Source: an optimization exercise on an open RTL-to-GDS flow (aim: small area, a short achievable clock period and few clock cycles). Production flows keep margins and buffers that such runs may drop.
The RTL was checked by simulation tests, not by an equivalence proof against the original design.
No activity file was given, so power comes from the tool's default toggle rates.

## JK
Design owc, start of the top module:
module owc #(
    parameter [7:0] FAMILY_A = 8'h10,
    parameter [7:0] FAMILY_B = 8'h28
) (
    input             clk,
    input             rst,         
    input             cmd_valid,
    input      [15:0] cmd,
    output reg        rsp_valid,
    output     [15:0] rsp,
    output            bus_req,
    output     [1:0]  bus_op,      
    output            bus_wbit,
    input             bus_ack,
    input             bus_rbit
);
    localparam [2:0] C_OK = 3'd0, C_BUSEMPTY = 3'd1, C_ADDRCRC = 3'd2,
                     C_UNSUPPORTED = 3'd3, C_SPADCRC = 3'd4, C_NOMORE = 3'd5,
                     C_NODATA = 3'd6, C_ILLEGAL = 3'd7;
    localparam [1:0] PH_IDLE = 2'd0, PH_SEARCHING = 2'd1, PH_EXHAUSTED = 2'd2;
    localparam [2:0] ST_RESET = 3'b000, ST_ID = 3'b001, ST_CMP = 3'b101,
                     ST_CMD = 3'b010, ST_DIR = 3'b110;
    localparam [2:0] AX_IDLE = 3'b000, AX_PEND_S = 3'b001, AX_PEND_D = 3'b010,
                     AX_DEC3 = 3'b101,
                     AX_RDB = 3'b110;
    reg  [7:0]  crc_r;
    reg         ck, fd;
    reg  [1:0]  phase;
    reg  [6:0]  lastd;
    reg  [63:0] rom;       
    reg         romz;      
    reg  [71:0] bufr;      
    reg         ng;        
    reg  [15:0] mag;       
    reg         dv;        
    wire [13:0] bcd_r;     
    reg         busy;
    reg  [2:0]  st;
    reg  [6:0]  k;
    reg  [6:0]  last_zero;
    reg  [63:0] work;
    reg         id_bit;
    reg  [7:0]  crc_w;     
    reg  [7:0]  cacc;      
    reg  [3:0]  cp;
    reg  [2:0]  rcode;
    reg  [7:0]  rdata;
    assign rsp      = {5'd0, rcode, rdata};
    assign bus_req  = busy;
    assign bus_op   = st[1:0];
    assign bus_wbit = st[2] ? work[63] : k[2];
    function [7:0] crc8_byte;
        input [7:0] c_in;
        input [7:0] b;
        reg   [7:0] c;
        integer n;
        begin
            c = c_in ^ b;
            for (n = 0; n < 8; n = n + 1)
                c = c[0] ? ((c >> 1) ^ 8'h8C) : (c >> 1);
            crc8_byte = c;
        end
    endfunction
    function [6:0] inc7;
        input [6:0] a;
        integer n;
        begin
            for (n = 0; n < 7; n = n + 1)
                inc7[n] = a[n] ^ ((a & ((7'd1 << n) - 7'd1)) == ((7'd1 << n) - 7'd1));
  ...
For scale: roughly 290 flip-flops, ~15000 um^2 of cells after synthesis.
clock: 18.0 ns
lec_check: 0
abc_area: 1
cap_margin: 20
core_margin: 2
core_utilization: 65
cts_buf_list: sky130_fd_sc_hd__clkbuf_8
cts_cluster_diameter: 60
cts_cluster_size: 16
gpl_timing_driven: 1
place_density: 0.8
slew_margin: 20
tns_end_percent: 10
standard.sh (not shown) runs the stock make flow with config.mk's settings and CLKGATE_MAP_FILE= SYNTH_SCRIPT=/design/flow/synth_recipe.tcl, a recipe that flattens the netlist after the stock synthesis.
==> flow/flow/run.sh <==
#!/bin/bash
set -euo pipefail
bash standard.sh \
    SETUP_SLACK_MARGIN=13 \
    "BUFFER_PORTS_ARGS=-buffer_cell sky130_fd_sc_hd__buf_2" \
    finish > flow_make.log 2>&1
JK ended with every stage complete and zero timing, DRC or antenna violations.
Testbench counts of JK, summed over its fixed seeds: cycles 38,903.
Relative to JK, the following input files were edited for MS:
diff --git a/flow/config.mk b/flow/config.mk
--- a/flow/config.mk
+++ b/flow/config.mk
@@ -13,2 +13,2 @@
-export CTS_CLUSTER_DIAMETER = 60
-export CTS_CLUSTER_SIZE = 16
+export CTS_CLUSTER_DIAMETER = 50
+export CTS_CLUSTER_SIZE = 14
@@ -18 +18 @@
-export TNS_END_PERCENT = 10
+export TNS_END_PERCENT = 20
--- outcome ---
- Re total via count after detailed routing: MS is 105 down on JK.
- Going from JK to MS, the worst path buffer plus inverter count was found to have gone down by 1.
- Final instance area of MS falls short of that of JK slightly.
- Taking JK as the reference, in MS static leakage power shows a reduction of 0.46%, final period demand of the worst path shows a reduction of 0.0077 ns.
- Going from JK to MS, sum of internal, switching and leakage power saw an increase; worst hold slack saw a decrease.

==> port drivers added, routing unchanged <==
How much do the figures lean on ideal ports? The routed layouts below were timed once more, with nothing changed but the port constraints.
Step 1 sets driving cells, clkbuf_16 on the clock port and buf_2 on the other inputs (assumed; they add their load-dependent delay and slew).
Step 2 moves the port delays by t, midway between the first and last clock arrival at a register: inputs arrive t later, outputs are due t later. That takes back most of the time a late clock gives input paths.
a / b / c = ideal / step 1 / step 2; a / b = the first two.
| run | shift t [ns] | setup slack, ns | worst setup path after step 2 | worst register clock-pin slew, ns | worst slew at a driven data input, ns |
|---|---|---|---|---|---|
| JK | 0.604 | 12.810 / 12.833 / 12.229 | input to register | 0.11 / 0.11 | 0.15 |
| MS | 0.635 | 12.817 / 12.794 / 12.159 | input to register | 0.10 / 0.10 | 0.07 |
After both steps setup and hold are still met in every run listed. The setup slack of MS, which loses most, moves by -0.023 ns with the drivers and by -0.658 ns with both steps.
